This is an optimization exercise on Yosys and OpenROAD, whose aim is small area, a short achievable clock period and few clock cycles, not a production implementation. Function was checked by simulation only, so behaviour that the tests miss may differ from the original. Power and IR drop assume default switching activity.

$ cat design/flow/run.sh
#!/bin/bash
# synth_recipe.tcl (not shown) runs the flow's synth.tcl, then flattens the netlist and writes it again
# the make line also repeats each setting of config.mk as NAME=value (left out here)
make -C /OpenROAD-flow-scripts/flow DESIGN_CONFIG=/design/flow/config.mk WORK_HOME=/design/flow/orfs CLKGATE_MAP_FILE= SYNTH_SCRIPT=/design/flow/synth_recipe.tcl finish
$ cat design/flow/config.mk
export PLATFORM = sky130hd
export DESIGN_NAME = mit_codec
export DESIGN_NICKNAME = mit_codec
export VERILOG_FILES = /design/flow/design.v
export SDC_FILE = /design/flow/constraint.sdc
export NUM_CORES = 4
export LEC_CHECK = 0
export CAP_MARGIN = 20
export CORE_MARGIN = 2
export CORE_UTILIZATION = 40
export SLEW_MARGIN = 20
$ cat design/flow/constraint.sdc
create_clock -name core_clock -period 12.0 [get_ports {clk}]
set_input_delay 2.4000 -clock core_clock [delete_from_list [all_inputs] [get_ports {clk}]]
set_output_delay 2.4000 -clock core_clock [all_outputs]
set_load 0.01 [all_outputs]
$ cat design/flow/design.v
module mit_codec #(
    parameter MAX_AREAS = 8
) (
    input  wire        clk,
    input  wire        rst,
    input  wire [31:0] mem_size,
    input  wire        cmd_valid,
    output wire        cmd_ready,
    input  wire [7:0]  cmd,
    input  wire [31:0] opa,
    input  wire [31:0] opb,
    output reg         rsp_done,
    output reg  [7:0]  rsp_status,
    output reg         rsp_kind,
    output reg  [31:0] rsp_value,
    output reg  [3:0]  rsp_count,
    output reg  [32:0] rsp_cur,
    output reg  [32:0] rsp_fault_addr,
    output reg  [3:0]  rsp_region,
    output reg  [31:0] rsp_offset,
    output reg  [31:0] rsp_base,
    output reg  [8:0]  rsp_vld,
    output reg  [7:0]  last_status,
    output wire        mem_req,
    output wire        mem_we,
    output wire [3:0]  mem_region,
    output wire [31:0] mem_offset,
    output wire [7:0]  mem_wdata,
    input  wire        mem_ack,
    input  wire [7:0]  mem_rdata,
    output wire        st_req,
    output wire        st_we,
    output wire [7:0]  st_wdata,
    input  wire        st_ans,
    input  wire        st_ans_fail,
    input  wire [7:0]  st_ans_data
);
    localparam [7:0] ST_OK        = 8'd0;
    localparam [7:0] ST_IO_ERROR  = 8'd1;
    localparam [7:0] ST_TOO_WIDE  = 8'd2;
    localparam [7:0] ST_INVALID   = 8'd3;
    localparam [7:0] ST_UNALIGNED = 8'd4;
    localparam [7:0] ST_TABLE_FULL = 8'd5;
    localparam [7:0] ST_EXHAUSTED = 8'd6;
    localparam [7:0] ST_BAD_CMD   = 8'd7;
    localparam V_STATUS = 0, V_KIND = 1, V_VALUE = 2, V_COUNT = 3, V_CUR = 4,
               V_FAULT = 5, V_REGION = 6, V_OFFSET = 7, V_BASE = 8;
    localparam [2:0] S_IDLE = 3'd0, S_EXEC = 3'd1, S_STEP = 3'd2,
                     S_MEM  = 3'd3, S_STRM = 3'd4;
    reg [2:0] state;
    reg [31:0] memory_size;
    reg [32:0] next_free;
    reg [3:0]  area_count;
    reg [31:0] area_base [0:MAX_AREAS-1];
    reg [31:0] area_size [0:MAX_AREAS-1];
    reg [7:0]  cmd_r;
    reg [31:0] opa_r;
    reg [31:0] opb_r;
    reg [32:0] cur;
    reg [31:0] acc;
    reg [5:0]  off;
    reg [3:0]  cnt;
    reg        kind;
    reg [31:0] r;
    reg [5:0]  bits;
    reg [3:0]  xfer_region;
    reg [31:0] xfer_offset;
    reg [7:0]  xfer_byte;
    wire       op_enc_s  = (cmd_r == 8'h01) || (cmd_r == 8'h11);
    wire       op_enc_m  = (cmd_r == 8'h02) || (cmd_r == 8'h12);
    wire       op_dec_s  = (cmd_r == 8'h03);
    wire       op_dec_m  = (cmd_r == 8'h04);
    wire       op_resolve = (cmd_r == 8'h05) || (cmd_r == 8'h25);
    wire       op_alloc  = (cmd_r == 8'h06);
    wire       op_align  = (cmd_r == 8'h07);
    wire       op_codec  = op_enc_s || op_enc_m || op_dec_s || op_dec_m;
    wire       is_enc    = op_enc_s || op_enc_m;
    wire       is_mem    = op_enc_m || op_dec_m;
    reg  [32:0] res_a;
    reg  [31:0] res_l;
    reg         res_g;
    always @(*) begin
        if (state == S_EXEC) begin
            res_a = {1'b0, opa_r};
            res_l = opb_r;
            res_g = cmd_r[5];
        end else begin
            res_a = cur;
            res_l = 32'd1;
            res_g = 1'b0;
        end
    end
    wire [32:0] res_end = res_a + {1'b0, res_l};
    reg         res_hit;
    reg [3:0]   res_region;
    reg [31:0]  res_offset;
    integer i;
    wire [32:0] area_end [0:MAX_AREAS-1];
    genvar gi;
    generate
        for (gi = 0; gi < MAX_AREAS; gi = gi + 1) begin : g_end
            assign area_end[gi] = {1'b0, area_base[gi]} + {1'b0, area_size[gi]};
        end
    endgenerate
    always @(*) begin
        res_hit    = 1'b0;
        res_region = 4'd0;
        res_offset = res_a[31:0];
        if (res_end <= {1'b0, memory_size}) begin
            res_hit    = 1'b1;
            res_region = 4'd0;
            res_offset = res_a[31:0];
        end else begin
            for (i = MAX_AREAS - 1; i >= 0; i = i - 1) begin
                if (i < area_count && {1'b0, area_base[i]} <= res_a && res_end <= area_end[i]) begin
                    res_hit    = 1'b1;
                    res_region = i[3:0] + 4'd1;
                    res_offset = res_a[31:0] - area_base[i];
                end
            end
        end
    end
    wire res_unaligned = res_g && (res_a[1:0] != 2'b00);
    function [5:0] msb_index_plus1;    
        input [31:0] v;
        integer k;
        begin
            msb_index_plus1 = 6'd0;
            for (k = 0; k < 32; k = k + 1)
                if (v[k]) msb_index_plus1 = k[5:0] + 6'd1;
        end
    endfunction
    wire [31:0] sw_t      = opb_r[31] ? ~opb_r : opb_r;
    wire [5:0]  enc_sw    = msb_index_plus1(sw_t) + 6'd1;
    wire [5:0]  enc_uw    = msb_index_plus1(opb_r);
    wire [5:0]  enc_bits0 = cmd_r[4] ? enc_uw : enc_sw;
    wire        enc_cont  = (bits > 6'd6);
    wire [7:0]  enc_byte  = enc_cont ? {1'b1, r[6:0]} : {1'b0, kind, r[5:0]};
    wire [7:0]  in_byte = (state == S_MEM) ? mem_rdata : st_ans_data;
    wire [31:0] dec_acc_cont  = acc | ({25'd0, in_byte[6:0]} << off);
    wire [31:0] dec_acc_final = acc | ({26'd0, in_byte[5:0]} << off);
    wire [5:0]  dec_w         = off + 6'd6;
    wire [31:0] dec_mask      = 32'hFFFF_FFFF << dec_w;
    wire [5:0]  dec_sbit      = dec_w - 6'd1;
    wire        dec_sign      = dec_acc_final[dec_sbit[4:0]];
    wire        dec_sext      = !in_byte[6] && (dec_w < 6'd32);
    wire [31:0] dec_value     = !dec_sext ? dec_acc_final :
                                dec_sign ? (dec_acc_final | dec_mask) :
                                           (dec_acc_final & ~dec_mask);
    assign cmd_ready  = (state == S_IDLE);
    assign mem_req    = (state == S_MEM);
    assign mem_we     = is_enc;
    assign mem_region = xfer_region;
    assign mem_offset = xfer_offset;
    assign mem_wdata  = xfer_byte;
    assign st_req     = (state == S_STRM);
    assign st_we      = is_enc;
    assign st_wdata   = xfer_byte;
    wire byte_done = (state == S_MEM && mem_ack) ||
                     (state == S_STRM && st_ans && !st_ans_fail);
    task finish;
        input [7:0] status;
        input [8:0] vld;
        begin
            rsp_done    <= 1'b1;
            rsp_status  <= status;
            last_status <= status;
            rsp_vld     <= vld | (9'd1 << V_STATUS);
            state       <= S_IDLE;
        end
    endtask
    always @(posedge clk) begin
        if (rst) begin
            state       <= S_IDLE;
            memory_size <= mem_size;
            next_free   <= {1'b0, mem_size};
            area_count  <= 4'd0;
            last_status <= ST_OK;
            rsp_done    <= 1'b0;
            rsp_vld     <= 9'd0;
            cur         <= 33'd0;
            acc         <= 32'd0;
            off         <= 6'd0;
            cnt         <= 4'd0;
            kind        <= 1'b0;
            r           <= 32'd0;
            bits        <= 6'd0;
        end else begin
            rsp_done <= 1'b0;
            case (state)
                S_IDLE: begin
                    if (cmd_valid) begin
                        cmd_r <= cmd;
                        opa_r <= opa;
                        opb_r <= opb;
                        state <= S_EXEC;
                    end
                end
                S_EXEC: begin
                    if (op_resolve) begin
                        if (!res_hit) begin
                            rsp_fault_addr <= {1'b0, opa_r};
                            finish(ST_INVALID, 9'd1 << V_FAULT);
                        end else if (res_unaligned) begin
                            rsp_fault_addr <= {1'b0, opa_r};
                            finish(ST_UNALIGNED, 9'd1 << V_FAULT);
                        end else begin
                            rsp_region <= res_region;
                            rsp_offset <= res_offset;
                            finish(ST_OK, (9'd1 << V_REGION) | (9'd1 << V_OFFSET));
                        end
                    end else if (op_alloc) begin
                        if (area_count == MAX_AREAS) begin
                            finish(ST_TABLE_FULL, 9'd0);
                        end else if (next_free[32] ||
                                     ({1'b0, next_free} + {2'b00, opb_r}) > 34'h1_0000_0000) begin
                            finish(ST_EXHAUSTED, 9'd0);
                        end else begin
                            area_base[area_count[2:0]] <= next_free[31:0];
                            area_size[area_count[2:0]] <= opb_r;
                            area_count <= area_count + 4'd1;
                            next_free  <= next_free + {1'b0, opb_r};
                            rsp_base   <= next_free[31:0];
                            rsp_region <= area_count + 4'd1;
                            finish(ST_OK, (9'd1 << V_BASE) | (9'd1 << V_REGION));
                        end
                    end else if (op_align) begin
                        next_free <= (next_free + 33'd3) & ~33'd3;
                        finish(ST_OK, 9'd0);
                    end else if (op_codec) begin
                        cur   <= {1'b0, opa_r};
                        acc   <= 32'd0;
                        off   <= 6'd0;
                        cnt   <= 4'd0;
                        kind  <= cmd_r[4];
                        r     <= opb_r;
                        bits  <= enc_bits0;
                        state <= S_STEP;
                    end else begin
                        finish(ST_BAD_CMD, 9'd0);
                    end
                end
                S_STEP: begin
                    xfer_byte <= enc_byte;
                    if (is_mem) begin
                        if (!res_hit) begin
                            rsp_count      <= cnt;
                            rsp_cur        <= cur;
                            rsp_fault_addr <= cur;
                            finish(ST_INVALID, (9'd1 << V_COUNT) | (9'd1 << V_CUR) | (9'd1 << V_FAULT));
                        end else begin
                            xfer_region <= res_region;
                            xfer_offset <= res_offset;
                            state       <= S_MEM;
                        end
                    end else begin
                        state <= S_STRM;
                    end
                end
                S_MEM, S_STRM: begin
                    if (state == S_STRM && st_ans && st_ans_fail) begin
                        rsp_count <= cnt;
                        finish(ST_IO_ERROR, 9'd1 << V_COUNT);
                    end else if (byte_done) begin
                        cur <= cur + 33'd1;
                        cnt <= cnt + 4'd1;
                        if (is_enc) begin
                            if (enc_cont) begin
                                r     <= $signed(r) >>> 7;
                                bits  <= bits - 6'd7;
                                state <= S_STEP;
                            end else begin
                                rsp_count <= cnt + 4'd1;
                                rsp_cur   <= cur + 33'd1;
                                finish(ST_OK, (9'd1 << V_COUNT) | (is_mem ? (9'd1 << V_CUR) : 9'd0));
                            end
                        end else begin
                            if (in_byte[7]) begin
                                if (off >= 6'd25) begin
                                    rsp_count      <= cnt + 4'd1;
                                    rsp_cur        <= cur + 33'd1;
                                    rsp_fault_addr <= cur;
                                    finish(ST_TOO_WIDE, (9'd1 << V_COUNT) |
                                           (is_mem ? ((9'd1 << V_CUR) | (9'd1 << V_FAULT)) : 9'd0));
                                end else begin
                                    acc   <= dec_acc_cont;
                                    off   <= off + 6'd7;
                                    state <= S_STEP;
                                end
                            end else begin
                                rsp_kind  <= in_byte[6];
                                rsp_value <= dec_value;
                                rsp_count <= cnt + 4'd1;
                                rsp_cur   <= cur + 33'd1;
                                finish(ST_OK, (9'd1 << V_KIND) | (9'd1 << V_VALUE) | (9'd1 << V_COUNT) |
                                       (is_mem ? (9'd1 << V_CUR) : 9'd0));
                            end
                        end
                    end
                end
                default: state <= S_IDLE;
            endcase
        end
    end
endmodule
==> run notes <==
==> cell usage after synthesis, drive strengths merged (92+ instances only) <==
cell,count
ha,1088
edfxtp,866
a21oi,774
nand2,674
nor2,584
o21ai,523
inv,522
a21o,371
xnor2,351
xor2,228
clkbuf,226
nor3,177
nand3,169
dfxtp,134
nor2b,121
nand2b,115
mux2i,113
nand4,104
a211oi,94
o21bai,92
==> layout by cell type (no fill, tap or decap), types with 23 or more instances in the layout <==
master,n
o21ai_1,43
dfxtp_1,134
xor2_1,228
nor2b_1,121
mux2i_1,103
nor2_1,579
a21oi_1,771
a21o_1,371
nand2_1,670
a211o_1,31
and3_1,70
o211ai_1,50
a211oi_1,93
or3_1,57
clkbuf_16,117
o22ai_1,46
clkdlybuf4s50_1,368
and2_1,54
o21ai_0,479
nand4_1,103
o21bai_1,92
nor3_1,168
nand2b_1,115
or2_2,26
o31ai_1,40
a31oi_1,72
inv_1,518
a311oi_1,37
ha_1,1088
a221oi_1,26
xnor2_1,348
edfxtp_1,866
and4_1,23
o21a_1,85
buf_4,203
nand3_1,169
==> final cells by class <==
| cell class | count | area share |
|---|---|---|
| antenna | 4 | 0.0001103 |
| clock buffer | 144 | 0.03437 |
| clock inverter | 72 | 0.008438 |
| inverter | 525 | 0.02174 |
| multi-input combinational | 6599 | 0.5246 |
| sequential | 1000 | 0.3161 |
| tap | 2640 | 0.03640 |
| timing repair buffer | 576 | 0.05825 |
==> power by group <==
part,internal (W),switching (W)
Sequential,0.00410,0.000193
Clock,0.00210,0.00158
Combinational,0.00299,0.00595
Total,0.00919,0.00773
==> cell families after synthesis <==
| group | Yosys count | synth area share |
|---|---|---|
| compound gates | 2489 | 0.1996 |
| xor+xnor | 579 | 0.06412 |
| fa+ha+maj | 1110 | 0.1772 |
| buf+inv | 809 | 0.03998 |
| flops | 1000 | 0.3627 |
| mux | 133 | 0.01843 |
| other cells | 1 | 0.00004742 |
| simple gates | 2278 | 0.1378 |
==> layer usage <==
metal | global-route usage | vias to the layer above
li1 | - | 31710
met1 | 0.4696 | 34700
met2 | 0.5342 | 3603
met3 | 0.06037 | 651
met4 | 0.1854 | 4
met5 | 0 | -
==> sequential cells by signal, summed over array words and instances, names as in the netlist, 33 cells and up <==
name	flops
rsp_fault_addr	33
rsp_cur	33
next_free	33
cur	33
area_base	256
area_size	256
==> worst max-delay path by stage <==
| stage | from | end | slack, ns |
|---|---|---|---|
| floorplan | state[0] | rsp_offset[0] | 0.31 |
| global placement | state[0] | rsp_fault_addr[24] | 1.81 |
| detailed placement | state[0] | rsp_fault_addr[24] | 1.67 |
| CTS | state[0] | rsp_cur[31] | 1.58 |
| global route | state[0] | rsp_cur[20] | 1.05 |
| finish | state[0] | rsp_cur[31] | 1.39 |
==> per-stage QoR <==
stage,total power [W],cells,util
global route,0.01764,11560,0.4611
global placement,0.01300,11340,0.4412
CTS,0.01673,11560,0.4610
detailed placement,0.01302,11340,0.4413
finish,0.01692,11560,0.4611
floorplan,0.009409,8408,-
==> critical path, delay by kind of cell (launching register included) <==
| family | cells | cell delay, ns |
|---|---|---|
| AOI/OAI and AO/OA | 20 | 4.61 |
| xor gates and xnor gates | 1 | 0.70 |
| adders and majority gates | 3 | 1.13 |
| buffers and inverters | 3 | 1.09 |
| DFF | 1 | 0.47 |
| muxes | 1 | 0.39 |
| and+or+nand+nor | 6 | 1.74 |
==> flow_summary.toml <==
[status]
status = "complete, no violations"

[grt]
grt_pass1_wl_um = 501500
grt_pass1_vias = 66760
grt_max_degree = 65
track_usage = 0.3489
globalRouteOverflowTotal = 0
grt_antenna_before_repair = 23

[logic_synthesis]
syn_area_per_cell_um2 = 9.416
yosys-top-cells-area = "edfxtp_1 33%, ha_1 17%, a21oi_1 4.9%"
async_reset_ff_frac = 0
yosysTopAreaCell = "edfxtp_1"
yosysSeqAreaShare = 0.3627
syn_inst = 8399
ys.flop_type = "edfxtp_1"
synth_area_mm2 = 0.07909
synth_edf_count = 866
synth_top_area_share = 0.3288
synth_cell_types = 101
synth-seq-cells = 1000
ys_warn_count = 1

[clocking]
clock_latency_ns = 0.81
htreeDepth = 3
cts_buffers = 114
cts-resized-gates = 0
clk_path_buf_depth = 3
post-cts-setup-buffers = 0
holdBufCountCts = 0
clkSinkCount = 1000
clk_pin_slew_ns = 0.07
cts-root-buf = "clkbuf_16"
cts_tree = "yes"

[timing]
setup-tns-final_ns = 0
tightest_slew_ns = 1.335
slew_headroom = 0.1033
final-hold-violation-count = 0
max_freq_mhz = 94.21
holdWs_ns = 0.4271
fin_skew_ns = 0.05963
period_share = 0.8845
finalMaxSlewViolations = 0
setup_viol_count_final = 0
grt_setup_unrepaired = "no"
timing.final.crit_period_ns = 10.61
setup_ws_ns = 1.386

[worst_setup_path]
rr_endpoint = "rsp_cur[31]"
slowest_delay_ns = 0.70
cp_slowest_cell = "xnor2_2"
cp_common_cell = "a21o_1"
ff2ff_path_depth = 34
crit_arrival_ns = 11.04
crit_fanout = 33
required_ns = 12.43
cp-start-kind = "flop"
worstSetupPathType = "reg2reg"
end_kind = "flop"
reg2reg_from = "state[0]"
reg2reg_setup_slack_ns = 1.39

[worst_hold_path]
hold_depth = 0
worstHoldStart = "r[3]"
holdCritPathClass = "reg2reg"
min_to = "xfer_byte[3]"

[flow_run]
maxCapViolations = 0

[placed_design]
gp_congestion = 1.043
port_buffers = 369
dp_hpwl_um = 291600
place_ws_ns = 1.672
postPlaceCellArea_mm2 = 0.08685

[floorplan]
dieArea_mm2 = 0.2013
io_pins = 380
die_w_um = 448.7
row_count = 163
fp.dieH_um = 448.7
start_util = 0.4019
core-area_mm2 = 0.1968

[final_layout]
final_area_mm2 = 0.09075
drive_gt1_frac = 0.05967
area_growth_pct = 14.75
n_fill_cell = 18640
nets = 10050
register_area_mm2 = 0.02869
multi_input_area_mm2 = 0.04761

[routing]
drt_first_pass_iters = 7
wire_per_inst_um = 31.48
via_count = 70670
wl_met3_um = 33270
first_iter_violations = 8511
wl_met1_um = 151700
post-route-drc-count = 0
top_layer = "met5"
routed_wl_um = 364000
routed_via_density = 6.113
wl_met2_um = 156400
detail-route-antenna-nets = 0

[power]
max-vdd-ir-drop_v = 0.0001240
p_leak_nw = 38.48
p_per_area_mw_per_mm2 = 186.5
Testbench counts, summed over its fixed seeds: cycles 17,195.

==> port drivers added, routing unchanged <==
In the flow no input, the clock included, has a driving cell. The finished layout below was timed again as built, in two steps.
Step 1, drivers: a clkbuf_16 drives clk and a buf_2 each remaining input, both assumed.
Step 2 times the ports against the registers' clock, not the clock port: input delays grow and output delays shrink by t, the midpoint of the rising clock arrivals with the driver on.
Three values: ideal, step 1, step 2; two values: the first two.
t, ns: 0.875
slack for setup (ns): 1.386 / 1.386 / 1.386
clock arrival spread, ns: 0.065 / 0.064
worst register clock-pin slew, ns: 0.07 / 0.07
After both steps this run still meets setup and hold. For this run, drivers alone change the setup slack by 0.000 ns; drivers and shift together by 0.000 ns.
